Source: an optimization exercise on an open RTL-to-GDS flow (aim: small area). Production flows keep margins and buffers that such runs may drop. Function was checked by simulation only, so behaviour that the tests miss may differ from the original. No activity file was given, so power comes from the tool's default toggle rates.

**config.mk**
```make
export PLATFORM = sky130hd
export DESIGN_NAME = rd_dds
export DESIGN_NICKNAME = rd_dds
export VERILOG_FILES = /design/flow/design.v
export SDC_FILE = /design/flow/constraint.sdc
export NUM_CORES = 4
export LEC_CHECK = 0
export CAP_MARGIN = 20
export CORE_MARGIN = 2
export CORE_UTILIZATION = 40
export PLACE_DENSITY = 0.6
export SLEW_MARGIN = 20
```
**constraint.sdc**
```tcl
create_clock -name core_clock -period 10.0 [get_ports {clk}]
set_input_delay 2.0000 -clock core_clock [delete_from_list [all_inputs] [get_ports {clk}]]
set_output_delay 2.0000 -clock core_clock [all_outputs]
set_load 0.01 [all_outputs]
```
**design.v**
```verilog
module rd_dds_sine (
  input  wire [6:0] idx,
  output wire [6:0] amp
);
  function [6:0] sine_lookup;
    input [6:0] i;
    begin
      case (i)
      7'd0: sine_lookup = 7'd64;
      7'd1: sine_lookup = 7'd67;
      7'd2: sine_lookup = 7'd70;
      7'd3: sine_lookup = 7'd73;
      7'd4: sine_lookup = 7'd76;
      7'd5: sine_lookup = 7'd79;
      7'd6: sine_lookup = 7'd82;
      7'd7: sine_lookup = 7'd85;
      7'd8: sine_lookup = 7'd88;
      7'd9: sine_lookup = 7'd91;
      7'd10: sine_lookup = 7'd93;
      7'd11: sine_lookup = 7'd96;
      7'd12: sine_lookup = 7'd99;
      7'd13: sine_lookup = 7'd101;
      7'd14: sine_lookup = 7'd104;
      7'd15: sine_lookup = 7'd106;
      7'd16: sine_lookup = 7'd108;
      7'd17: sine_lookup = 7'd111;
      7'd18: sine_lookup = 7'd113;
      7'd19: sine_lookup = 7'd115;
      7'd20: sine_lookup = 7'd116;
      7'd21: sine_lookup = 7'd118;
      7'd22: sine_lookup = 7'd120;
      7'd23: sine_lookup = 7'd121;
      7'd24: sine_lookup = 7'd122;
      7'd25: sine_lookup = 7'd123;
      7'd26: sine_lookup = 7'd124;
      7'd27: sine_lookup = 7'd125;
      7'd28: sine_lookup = 7'd126;
      7'd29: sine_lookup = 7'd126;
      7'd30: sine_lookup = 7'd127;
      7'd31: sine_lookup = 7'd127;
      7'd32: sine_lookup = 7'd127;
      7'd33: sine_lookup = 7'd127;
      7'd34: sine_lookup = 7'd127;
      7'd35: sine_lookup = 7'd126;
      7'd36: sine_lookup = 7'd126;
      7'd37: sine_lookup = 7'd125;
      7'd38: sine_lookup = 7'd124;
      7'd39: sine_lookup = 7'd123;
      7'd40: sine_lookup = 7'd122;
      7'd41: sine_lookup = 7'd121;
      7'd42: sine_lookup = 7'd120;
      7'd43: sine_lookup = 7'd118;
      7'd44: sine_lookup = 7'd116;
      7'd45: sine_lookup = 7'd115;
      7'd46: sine_lookup = 7'd113;
      7'd47: sine_lookup = 7'd111;
      7'd48: sine_lookup = 7'd108;
      7'd49: sine_lookup = 7'd106;
      7'd50: sine_lookup = 7'd104;
      7'd51: sine_lookup = 7'd101;
      7'd52: sine_lookup = 7'd99;
      7'd53: sine_lookup = 7'd96;
      7'd54: sine_lookup = 7'd93;
      7'd55: sine_lookup = 7'd91;
      7'd56: sine_lookup = 7'd88;
      7'd57: sine_lookup = 7'd85;
      7'd58: sine_lookup = 7'd82;
      7'd59: sine_lookup = 7'd79;
      7'd60: sine_lookup = 7'd76;
      7'd61: sine_lookup = 7'd73;
      7'd62: sine_lookup = 7'd70;
      7'd63: sine_lookup = 7'd67;
      7'd64: sine_lookup = 7'd64;
      7'd65: sine_lookup = 7'd60;
      7'd66: sine_lookup = 7'd57;
      7'd67: sine_lookup = 7'd54;
      7'd68: sine_lookup = 7'd51;
      7'd69: sine_lookup = 7'd48;
      7'd70: sine_lookup = 7'd45;
      7'd71: sine_lookup = 7'd42;
      7'd72: sine_lookup = 7'd39;
      7'd73: sine_lookup = 7'd36;
      7'd74: sine_lookup = 7'd34;
      7'd75: sine_lookup = 7'd31;
      7'd76: sine_lookup = 7'd28;
      7'd77: sine_lookup = 7'd26;
      7'd78: sine_lookup = 7'd23;
      7'd79: sine_lookup = 7'd21;
      7'd80: sine_lookup = 7'd19;
      7'd81: sine_lookup = 7'd16;
      7'd82: sine_lookup = 7'd14;
      7'd83: sine_lookup = 7'd12;
      7'd84: sine_lookup = 7'd11;
      7'd85: sine_lookup = 7'd9;
      7'd86: sine_lookup = 7'd7;
      7'd87: sine_lookup = 7'd6;
      7'd88: sine_lookup = 7'd5;
      7'd89: sine_lookup = 7'd4;
      7'd90: sine_lookup = 7'd3;
      7'd91: sine_lookup = 7'd2;
      7'd92: sine_lookup = 7'd1;
      7'd93: sine_lookup = 7'd1;
      7'd94: sine_lookup = 7'd0;
      7'd95: sine_lookup = 7'd0;
      7'd96: sine_lookup = 7'd0;
      7'd97: sine_lookup = 7'd0;
      7'd98: sine_lookup = 7'd0;
      7'd99: sine_lookup = 7'd1;
      7'd100: sine_lookup = 7'd1;
      7'd101: sine_lookup = 7'd2;
      7'd102: sine_lookup = 7'd3;
      7'd103: sine_lookup = 7'd4;
      7'd104: sine_lookup = 7'd5;
      7'd105: sine_lookup = 7'd6;
      7'd106: sine_lookup = 7'd7;
      7'd107: sine_lookup = 7'd9;
      7'd108: sine_lookup = 7'd11;
      7'd109: sine_lookup = 7'd12;
      7'd110: sine_lookup = 7'd14;
      7'd111: sine_lookup = 7'd16;
      7'd112: sine_lookup = 7'd19;
      7'd113: sine_lookup = 7'd21;
      7'd114: sine_lookup = 7'd23;
      7'd115: sine_lookup = 7'd26;
      7'd116: sine_lookup = 7'd28;
      7'd117: sine_lookup = 7'd31;
      7'd118: sine_lookup = 7'd34;
      7'd119: sine_lookup = 7'd36;
      7'd120: sine_lookup = 7'd39;
      7'd121: sine_lookup = 7'd42;
      7'd122: sine_lookup = 7'd45;
      7'd123: sine_lookup = 7'd48;
      7'd124: sine_lookup = 7'd51;
      7'd125: sine_lookup = 7'd54;
      7'd126: sine_lookup = 7'd57;
      7'd127: sine_lookup = 7'd60;
      default: sine_lookup = 7'd0;
      endcase
    end
  endfunction
  assign amp = sine_lookup(idx);
endmodule
module rd_dds_notes #(
  parameter TICKS_PER_MS = 16
) (
  input  wire [4:0]  sym,        
  input  wire [15:0] dur,        
  input  wire [2:0]  from_idx,   
  output wire        playable,   
  output reg  [1:0]  len,        
  output reg         found,      
  output reg  [1:0]  idx,        
  output reg  [7:0]  step_a,
  output reg  [7:0]  step_b,
  output reg  [31:0] ticks       
);
  localparam [4:0] SYM_TUNE_ASC  = 5'd27;
  localparam [4:0] SYM_TUNE_DESC = 5'd28;
  reg [7:0] freq_a, freq_b;
  always @(*) begin
    case (sym)
      5'd0:  begin freq_a = 8'd86;  freq_b = 8'd60; end
      5'd1:  begin freq_a = 8'd77;  freq_b = 8'd45; end
      5'd2:  begin freq_a = 8'd86;  freq_b = 8'd45; end
      5'd3:  begin freq_a = 8'd95;  freq_b = 8'd45; end
      5'd4:  begin freq_a = 8'd77;  freq_b = 8'd49; end
      5'd5:  begin freq_a = 8'd86;  freq_b = 8'd49; end
      5'd6:  begin freq_a = 8'd95;  freq_b = 8'd49; end
      5'd7:  begin freq_a = 8'd77;  freq_b = 8'd55; end
      5'd8:  begin freq_a = 8'd86;  freq_b = 8'd55; end
      5'd9:  begin freq_a = 8'd95;  freq_b = 8'd55; end
      5'd10: begin freq_a = 8'd77;  freq_b = 8'd60; end   
      5'd11: begin freq_a = 8'd95;  freq_b = 8'd60; end   
      5'd12: begin freq_a = 8'd96;  freq_b = 8'd83; end   
      5'd13: begin freq_a = 8'd58;  freq_b = 8'd45; end   
      5'd14: begin freq_a = 8'd70;  freq_b = 8'd45; end   
      5'd15: begin freq_a = 8'd70;  freq_b = 8'd58; end   
      5'd16: begin freq_a = 8'd83;  freq_b = 8'd45; end   
      5'd17: begin freq_a = 8'd83;  freq_b = 8'd58; end   
      5'd18: begin freq_a = 8'd83;  freq_b = 8'd70; end   
      5'd19: begin freq_a = 8'd96;  freq_b = 8'd45; end   
      5'd20: begin freq_a = 8'd96;  freq_b = 8'd58; end   
      5'd21: begin freq_a = 8'd96;  freq_b = 8'd70; end   
      5'd22: begin freq_a = 8'd109; freq_b = 8'd70; end   
      5'd23: begin freq_a = 8'd109; freq_b = 8'd96; end   
      5'd24: begin freq_a = 8'd166; freq_b = 8'd0;  end   
      5'd25: begin freq_a = 8'd64;  freq_b = 8'd0;  end   
      5'd26: begin freq_a = 8'd32;  freq_b = 8'd0;  end   
      default: begin freq_a = 8'd0; freq_b = 8'd0;  end
    endcase
  end
  function [23:0] tune_note;    
    input [4:0] s;
    input [1:0] k;
    begin
      tune_note = 24'd0;
      if (s == SYM_TUNE_ASC) begin
        case (k)
          2'd0: tune_note = {8'd33, 16'd2};
          2'd1: tune_note = {8'd42, 16'd2};
          2'd2: tune_note = {8'd50, 16'd2};
          default: tune_note = 24'd0;
        endcase
      end else if (s == SYM_TUNE_DESC) begin
        case (k)
          2'd0: tune_note = {8'd50, 16'd2};
          2'd1: tune_note = {8'd33, 16'd2};
          default: tune_note = 24'd0;
        endcase
      end
    end
  endfunction
  wire is_tune  = (sym == SYM_TUNE_ASC) || (sym == SYM_TUNE_DESC);
  assign playable = (sym <= 5'd28);
  reg [7:0]  na [0:2];
  reg [7:0]  nb [0:2];
  reg [15:0] nms [0:2];
  reg [2:0]  nvalid;    
  integer k;
  always @(*) begin
    if (!playable)                 len = 2'd0;
    else if (sym == SYM_TUNE_ASC)  len = 2'd3;
    else if (sym == SYM_TUNE_DESC) len = 2'd2;
    else                           len = 2'd1;
    for (k = 0; k < 3; k = k + 1) begin
      if (is_tune) begin
        {na[k], nms[k]} = tune_note(sym, k[1:0]);
        nb[k] = 8'd0;
      end else if (k == 0) begin
        na[k]  = freq_a;
        nb[k]  = freq_b;
        nms[k] = dur;
      end else begin
        na[k]  = 8'd0;
        nb[k]  = 8'd0;
        nms[k] = 16'd0;
      end
      nvalid[k] = (k < len) && (nms[k] * TICKS_PER_MS != 0);
    end
  end
  always @(*) begin
    found  = 1'b0;
    idx    = 2'd0;
    step_a = 8'd0;
    step_b = 8'd0;
    ticks  = 32'd0;
    for (k = 2; k >= 0; k = k - 1) begin
      if (nvalid[k] && (k >= from_idx)) begin
        found  = 1'b1;
        idx    = k[1:0];
        step_a = na[k];
        step_b = nb[k];
        ticks  = nms[k] * TICKS_PER_MS;
      end
    end
  end
endmodule
module rd_dds_engine #(
  parameter PHASE_W      = 16,
  parameter TICKCNT_W    = 32,
  parameter TICKS_PER_MS = 16
) (
  input  wire        clk,
  input  wire        rst,
  input  wire [31:0] cmd,
  input  wire        cmd_valid,
  output wire        cmd_ready,
  input  wire        tick,
  output reg  [7:0]  sample,
  output reg         out_en,
  output reg         busy
);
  localparam [31:0] INIT_WORD = 32'h1000_0000;
  localparam [31:0] TONE_MASK = 32'hFFE0_0000;
  localparam [31:0] TONE_WORD = 32'h2000_0000;
  reg [PHASE_W-1:0]   phase_a, phase_b;
  reg [7:0]           step_a, step_b;
  reg [TICKCNT_W-1:0] tick_count, target;
  reg [4:0]           cur_sym;
  reg [15:0]          dur_arg;
  reg [1:0]           note_idx;
  assign cmd_ready = ~busy;
  wire        cmd_take  = cmd_valid && !busy;
  wire        cmd_init  = cmd_take && (cmd == INIT_WORD);
  wire        cmd_tone  = cmd_take && ((cmd & TONE_MASK) == TONE_WORD);
  wire [4:0]  tone_sym  = cmd[20:16];
  wire [15:0] tone_dur  = cmd[15:0];
  wire        start_playable, start_found;
  wire [1:0]  start_len, start_idx;
  wire [7:0]  start_step_a, start_step_b;
  wire [31:0] start_ticks;
  rd_dds_notes #(.TICKS_PER_MS(TICKS_PER_MS)) u_start_notes (
    .sym(tone_sym), .dur(tone_dur), .from_idx(3'd0),
    .playable(start_playable), .len(start_len), .found(start_found),
    .idx(start_idx), .step_a(start_step_a), .step_b(start_step_b),
    .ticks(start_ticks)
  );
  wire                do_tick   = tick && out_en;
  wire [PHASE_W-1:0]  phase_a_n = phase_a + step_a;
  wire [PHASE_W-1:0]  phase_b_n = phase_b + step_b;
  wire [PHASE_W-1:0]  round_a   = phase_a_n + 4;
  wire [PHASE_W-1:0]  round_b   = phase_b_n + 4;
  wire [6:0]          idx_a     = round_a[9:3];
  wire [6:0]          idx_b     = round_b[9:3];
  wire [6:0]          amp_a, amp_b;
  rd_dds_sine u_sine_a (.idx(idx_a), .amp(amp_a));
  rd_dds_sine u_sine_b (.idx(idx_b), .amp(amp_b));
  wire [6:0] sample_a = amp_a;
  wire [6:0] sample_b = (step_b == 8'd0) ? 7'd0 : amp_b;
  wire [7:0] mix      = {1'b0, sample_a} + ({1'b0, sample_b} - {3'b000, sample_b[6:2]});
  wire [TICKCNT_W-1:0] count_n  = tick_count + 1'b1;
  wire                 note_end = !(count_n < target);
  wire        next_playable, next_found;
  wire [1:0]  next_len, next_idx;
  wire [7:0]  next_step_a, next_step_b;
  wire [31:0] next_ticks;
  rd_dds_notes #(.TICKS_PER_MS(TICKS_PER_MS)) u_next_notes (
    .sym(cur_sym), .dur(dur_arg), .from_idx({1'b0, note_idx} + 3'd1),
    .playable(next_playable), .len(next_len), .found(next_found),
    .idx(next_idx), .step_a(next_step_a), .step_b(next_step_b),
    .ticks(next_ticks)
  );
  always @(posedge clk) begin
    if (rst) begin
      phase_a    <= {PHASE_W{1'b0}};
      phase_b    <= {PHASE_W{1'b0}};
      step_a     <= 8'd0;
      step_b     <= 8'd0;
      out_en     <= 1'b0;
      busy       <= 1'b0;
      tick_count <= {TICKCNT_W{1'b0}};
      target     <= {TICKCNT_W{1'b0}};
      cur_sym    <= 5'd31;
      dur_arg    <= 16'd0;
      note_idx   <= 2'd0;
    end else if (cmd_init) begin
      phase_a    <= {PHASE_W{1'b0}};
      phase_b    <= {PHASE_W{1'b0}};
      step_a     <= 8'd0;
      step_b     <= 8'd0;
      out_en     <= 1'b0;
      tick_count <= {TICKCNT_W{1'b0}};
      target     <= {TICKCNT_W{1'b0}};
      note_idx   <= 2'd0;
    end else if (cmd_tone && start_playable) begin
      cur_sym    <= tone_sym;
      dur_arg    <= tone_dur;
      tick_count <= {TICKCNT_W{1'b0}};
      if (start_found) begin
        step_a   <= start_step_a;
        step_b   <= start_step_b;
        target   <= start_ticks[TICKCNT_W-1:0];
        note_idx <= start_idx;
        out_en   <= 1'b1;
        busy     <= 1'b1;
      end else begin
        step_a   <= 8'd0;
        step_b   <= 8'd0;
        target   <= {TICKCNT_W{1'b0}};
        note_idx <= start_len;
      end
    end else if (do_tick) begin
      phase_a <= phase_a_n;
      phase_b <= phase_b_n;
      if (!note_end) begin
        tick_count <= count_n;
      end else if (next_found) begin
        step_a     <= next_step_a;
        step_b     <= next_step_b;
        tick_count <= {TICKCNT_W{1'b0}};
        target     <= next_ticks[TICKCNT_W-1:0];
        note_idx   <= next_idx;
      end else begin
        step_a     <= 8'd0;
        step_b     <= 8'd0;
        out_en     <= 1'b0;
        busy       <= 1'b0;
        tick_count <= count_n;
        note_idx   <= next_len;
      end
    end
  end
  always @(posedge clk) begin
    if (do_tick)
      sample <= mix;
  end
endmodule
module rd_dds_decoder (
  input  wire       clk,
  input  wire       rst,
  input  wire       dial_active,
  input  wire       pulse,
  input  wire       db_release,
  input  wire       sf_inhibit,
  input  wire [1:0] map_policy,
  output reg  [4:0] digit,
  output reg        digit_valid,
  output reg        sf_arm,
  output reg        sf_cancel
);
  localparam [4:0] SYM_OFF = 5'd31;
  reg       dialing;
  reg [7:0] pulse_count;
  reg       db_lock;
  reg       pulse_q;      
  function [4:0] classify;
    input [7:0] c;
    input [1:0] policy;
    begin
      if (c >= 8'd1 && c <= 8'd10) begin
        case (policy)
          2'd1:    classify = (c == 8'd10) ? 5'd0 : 5'd10 - c[4:0];   
          2'd2:    classify = c[4:0] - 5'd1;                           
          default: classify = (c == 8'd10) ? 5'd0 : c[4:0];            
        endcase
      end else begin
        classify = SYM_OFF;
      end
    end
  endfunction
  wire ev_dials = dial_active && !dialing;
  wire ev_diale = !dial_active && dialing;
  wire ev_pulse = pulse && !pulse_q;             
  reg       lock_1, dialing_1, cancel_1, arm_1, valid_1;
  reg [7:0] count_1;
  reg [4:0] digit_1, d;
  always @(*) begin
    lock_1    = db_lock;
    dialing_1 = dialing;
    count_1   = pulse_count;
    digit_1   = digit;
    arm_1     = 1'b0;
    cancel_1  = 1'b0;
    valid_1   = 1'b0;
    d         = SYM_OFF;
    if (db_release)
      lock_1 = 1'b0;
    if (ev_dials) begin
      dialing_1 = 1'b1;
      count_1   = 8'd0;
      arm_1     = 1'b1;
    end
    if (ev_pulse && !lock_1) begin
      lock_1 = 1'b1;
      if (dialing_1) begin
        cancel_1 = 1'b1;
        if (!sf_inhibit && count_1 != 8'd255)
          count_1 = count_1 + 8'd1;
      end
    end
    if (ev_diale) begin
      dialing_1 = 1'b0;
      d         = classify(count_1, map_policy);
      digit_1   = d;
      cancel_1  = 1'b1;
      valid_1   = (d != SYM_OFF);
    end
  end
  always @(posedge clk) begin
    if (rst) begin
      dialing     <= 1'b0;
      pulse_count <= 8'd0;
      digit       <= SYM_OFF;
      db_lock     <= 1'b0;
      pulse_q     <= 1'b1;
      digit_valid <= 1'b0;
      sf_arm      <= 1'b0;
      sf_cancel   <= 1'b0;
    end else begin
      dialing     <= dialing_1;
      pulse_count <= count_1;
      digit       <= digit_1;
      db_lock     <= lock_1;
      pulse_q     <= pulse;
      digit_valid <= valid_1;
      sf_arm      <= arm_1;
      sf_cancel   <= cancel_1;
    end
  end
endmodule
module rd_dds (
  input  wire        clk,
  input  wire        rst,           
  input  wire [31:0] cmd,
  input  wire        cmd_valid,
  output wire        cmd_ready,
  input  wire        tick,
  input  wire        dial_active,
  input  wire        pulse,
  input  wire        db_release,
  input  wire        sf_inhibit,
  input  wire [1:0]  map_policy,
  output wire [7:0]  sample,
  output wire        out_en,
  output wire        busy,
  output wire [4:0]  digit,
  output wire        digit_valid,
  output wire        sf_arm,
  output wire        sf_cancel
);
  rd_dds_engine u_engine (
    .clk(clk), .rst(rst),
    .cmd(cmd), .cmd_valid(cmd_valid), .cmd_ready(cmd_ready),
    .tick(tick),
    .sample(sample), .out_en(out_en), .busy(busy)
  );
  rd_dds_decoder u_decoder (
    .clk(clk), .rst(rst),
    .dial_active(dial_active), .pulse(pulse), .db_release(db_release),
    .sf_inhibit(sf_inhibit), .map_policy(map_policy),
    .digit(digit), .digit_valid(digit_valid),
    .sf_arm(sf_arm), .sf_cancel(sf_cancel)
  );
endmodule
```
**run.sh**
```bash
#!/bin/bash
# synth_recipe.tcl (not shown) runs the flow's synth.tcl, then flattens the netlist and writes it again
# the make line also repeats each setting of config.mk as NAME=value (left out here)
make -C /OpenROAD-flow-scripts/flow DESIGN_CONFIG=/design/flow/config.mk WORK_HOME=/design/flow/orfs CLKGATE_MAP_FILE= SYNTH_SCRIPT=/design/flow/synth_recipe.tcl finish
```
==> flow_metrics.py <==
metrics = {
    "pwr": {
        "p_seq_share_pct": 41.3,
        "clkPwrFrac_pct": 52.4,
        "switching_share_pct": 25.6,
        "power.density_nw_per_um2": 101,
        "power_leakage_nw": 4.53,
        "ir_drop_mv": 0.0880,
        "pwr-share-comb_pct": 6.2,
        "switching_power_mw": 0.298,
        "intPower_mw": 0.864,
    },
    "sta": {
        "grt_setup_unrepaired": "false",
        "fin_tns_setup_ns": 0,
        "min_period_ns": 6.57,
        "clock-skew-final_ns": 0.0125,
        "drv_slew": 0,
        "fmax_ghz": 0.152,
        "fin_crit_sh_pct": 65.7,
        "fin_ws_ns": 3.43,
        "tightest_slew_ns": 1.16,
        "setup_viol": 0,
        "maxSlewHeadroom_pct": 22.4,
        "hold_viol_final": 0,
    },
    "synthesis": {
        "synth_commonest_cells": "nand2_1 (139), nor2_1 (133), dfxtp_1 (111), a21oi_1 (85), ha_1 (82)",
        "synth_edf_count": 8,
        "synth_top_area_share_pct": 22.0,
        "yosysSeqAreaShare_pct": 24.4,
        "yosys.cell_count.top_type": "nand2_1",
        "synth_ff_type": "dfxtp_1",
        "synth.area.top_cells": "dfxtp_1 (22%), ha_1 (10%), nand2_1 (5.2%), nor2_1 (5.0%), a21oi_1 (4.2%)",
        "avgSynthCellArea_um2": 7.63,
        "synth-async-reset-ratio_pct": 0,
        "syn_inst": 1321,
        "syn-cell-area_um2": 10100,
        "synth_fp_nets": 1452,
        "yosys.cell_types.count": 90,
        "yosysWarningCount": 7,
        "ys_seq_elements": 119,
        "yosys.area.top_type": "dfxtp_1",
    },
    "critical_path": {
        "crit_buf_inv": 2,
        "cp_cell_sequence": "ha_1 > fa_1 > a211oi_1 > nor2_1 > nor3_1 > o211ai_1 > nand2_1 > clkinv_1 > ha_1 > or3_1 > o21ai_0 > nand3_1 > o221ai_1 > mux2_2 > fa_1 > inv_1 > ha_1 > a21o_1 > a21oi_1 > o21bai_1 > a21oi_1 > o21bai_1 > a21oi_1 > xnor2_1",
        "slowest_stage": "clkinv_1",
        "critical_path_class": "reg -> reg",
        "arrival_ns": 6.74,
        "r2r_start": "u_engine.step_a[0]$_SDFFE_PP0P_",
        "worstPathRequired_ns": 10.17,
        "startpoint_type": "flip-flop",
        "cp_max_fo": 23,
        "r2r_end": "u_engine.sample[7]$_DFFE_PP_",
        "reg2reg_depth": 24,
        "path_delay_family": "adder cells",
        "rrSetupSlack_ns": 3.43,
        "cp_slowest_stage_delay_ns": 0.71,
        "endpoint_kind": "flip-flop",
    },
    "drt": {
        "drt_iter0_drc": 991,
        "drt_wl_total_um": 25000,
        "drc": 0,
        "wl_per_cell_um": 14.8,
        "via_count": 9465,
        "via_per_inst": 5.61,
        "drtAntennaViolNets": 0,
        "drt_pass1_iterations": 5,
    },
    "placement": {
        "gp_congestion": 0.863,
        "place_area_um2": 10900,
        "post-dp-hpwl_um": 18000,
        "portBuffers": 60,
        "place_ws_ns": 3.54,
    },
    "clock_tree": {
        "cts_tree": "done",
        "ctsResizeCount": 0,
        "clockBufferDepth": 2,
        "numCtsBuffers": 17,
        "cts_hold_buf": 0,
        "htreeDepth": 4,
        "cts-root-buf": "clkbuf_16",
        "cts_sinks": 119,
        "clk_latency_ns": 0.43,
        "postCtsSetupRepairBufs": 0,
        "clkSlewWorstSetupHoldPaths_ns": 0.06,
    },
    "grt": {
        "grt_antenna_before_repair": 0,
        "grt_max_degree": 42,
        "grt_pass1_vias": 8783,
        "grt_util_all_layers_pct": 19.4,
        "overflow": 0,
        "grt_pass1_wl_um": 43000,
    },
    "floorplanning": {
        "die_x_um": 163,
        "initial_utilization_pct": 40.4,
        "ios": 61,
        "core_um2": 25000,
        "num_rows": 58,
        "die_area_um2": 26500,
        "fp.dieH_um": 163,
    },
    "finish": {
        "fin_nets": 1475,
        "fillers": 2527,
        "seqCellArea_um2": 2460,
        "area_growth_pct": 14.2,
        "multiInputGateArea_um2": 7100,
        "utilization_pct": 46.1,
        "stdcell_area_um2": 11500,
        "drive_above_1_share_pct": 6.34,
        "antenna_cells": 0,
    },
    "min_path": {
        "hold_class": "reg -> reg",
        "min_to": "u_engine.phase_b[0]$_SDFFE_PP0P_",
        "hp-start": "u_engine.phase_b[0]$_SDFFE_PP0P_",
        "whs_path_depth": 2,
    },
    "run_status": {
        "run_status": "finished clean",
    },
    "run": {
        "drv_cap": 0,
    },
}
-- worst max path at each step --
stage                               startpoint  depth (start not counted)                      endpoint  slack [ns]
2_1_floorplan  u_engine.step_b[0]$_SDFFE_PP0P_                         24  u_engine.sample[7]$_DFFE_PP_        3.98
3_3_place_gp   u_engine.step_a[0]$_SDFFE_PP0P_                         24  u_engine.sample[7]$_DFFE_PP_        3.65
3_5_place_dp   u_engine.step_a[0]$_SDFFE_PP0P_                         24  u_engine.sample[7]$_DFFE_PP_        3.54
4_1_cts        u_engine.step_a[0]$_SDFFE_PP0P_                         24  u_engine.sample[7]$_DFFE_PP_        3.54
5_1_grt        u_engine.step_a[0]$_SDFFE_PP0P_                         24  u_engine.sample[7]$_DFFE_PP_        2.85
6_report       u_engine.step_a[0]$_SDFFE_PP0P_                         24  u_engine.sample[7]$_DFFE_PP_        3.43
-- routing by layer --
layer / global-route usage (%) / wire (µm) / vias up
li1: - / - / 4839
met1: 26.6 / 12300 / 4381
met2: 31.1 / 11400 / 219
met3: 3.57 / 999 / 26
met4: 5.35 / 340 / 0
met5: 0 / 0 / -
-- power groups by stage --
stage / Sequential (mW) / Combinational [mW] / Clock, mW
6_report: 0.481 / 0.0724 / 0.609
5_1_grt: 0.480 / 0.0806 / 0.645
4_1_cts: 0.481 / 0.0724 / 0.625
3_5_place_dp: 0.491 / 0.0720 / 0
3_3_place_gp: 0.491 / 0.0721 / 0
2_1_floorplan: 0.492 / 0.0405 / 0
-- cell type report --
class	count	share of cell area (%)
well taps	330	3.59
clock buffers	17	3.69
multi-input cells	1066	61.6
repair buffers	77	6.32
flip-flops and latches	119	21.4
inverters	63	2.05
clock inverters	15	1.35
-- cells in the final DEF (no fill, tap or decap), types with 10 or more instances in the layout --
cell             netlist  routed
and3_1                12      12
o22ai_1               11      11
a22o_1                17      17
nor2b_1               24      24
o21a_1                10      10
buf_4                  1      17
nand3_1               40      40
ha_1                  82      82
nor4_1                12      12
clkbuf_16              0      17
and2_1                11      11
xor2_1                33      33
nor3_1                29      29
or3_1                 14      14
clkdlybuf4s50_1        0      60
o21ai_1               20      20
o211ai_1              10      10
nand2b_1              17      17
a21oi_1               85      85
dfxtp_1              111     111
nand4_1               22      22
nand2_1              139     139
o21bai_1              10      10
inv_1                 60      60
mux2i_1               14      14
a21o_1                27      27
a211oi_1              23      23
o21ai_0               75      75
xnor2_1               38      37
nor2_1               133     132
-- through the flow --
step / power, mW / instances / hold WS, ns
after floorplan: 0.532 / 1321 / 0.427
after global placement: 0.563 / 1655 / 0.445
after detailed placement: 0.563 / 1655 / 0.451
after CTS: 1.18 / 1687 / 0.460
after global routing: 1.21 / 1687 / 0.480
final: 1.16 / 1687 / 0.459
-- kinds of logic after synthesis --
group	share of synthesized area (%)
AO/OA/AOI/OAI	25.6
adder cells (fa/ha/maj)	11.6
flip-flops	24.4
AND/OR/NAND/NOR	24.4
multiplexers	2.40
XOR/XNOR	6.33
buffers and inverters	5.34
-- worst reg2reg max path: cells and delay by family (launching register included) --
kind                     cells  cell delay [ns]
XOR/XNOR                     1             0.08
buffers and inverters        2             0.83
AND/OR/NAND/NOR              5             1.48
adder cells (fa/ha/maj)      5             1.76
AO/OA/AOI/OAI               10             1.66
multiplexers                 1             0.21
flip-flops                   1             0.31
-- sequential cells by signal, indices dropped and copies added, names as in the netlist --
name and flops:
u_engine.tick_count 32, u_engine.target 16, u_engine.phase_a 10, u_engine.phase_b 10
u_decoder.pulse_count 8, u_engine.sample 8, u_engine.step_a 8, u_engine.step_b 7
u_decoder.digit 5, u_engine.cur_sym 5, u_engine.note_idx 2, u_decoder.db_lock 1
u_decoder.dialing 1, u_decoder.digit_valid 1, u_decoder.pulse_q 1, u_decoder.sf_arm 1
u_decoder.sf_cancel 1, u_engine.busy 1, u_engine.out_en 1

==> separate check: timing with driven ports <==
How much do the figures lean on ideal ports? The routed layout below was timed once more, with nothing changed but the port constraints.
Step 1 assumes that a clkbuf_16 drives the clock port and a buf_2 every other input.
Step 2 adds t to the input delays and takes it off the output delays; t is the mean of the earliest and latest rising clock arrival at the registers after step 1. Input paths then give back, and output paths get back, about the clock's delay inside the block.
a / b / c = no drivers / after step 1 / after step 2; a / b = the first two.
t, ns: 0.466
setup WS [ns]: 3.434 / 3.434 / 3.434
pins driven straight from the clock port: 1
After both steps setup and hold are still met in this run. The setup slack of this run moves by 0.000 ns with the drivers and by 0.000 ns with both steps.
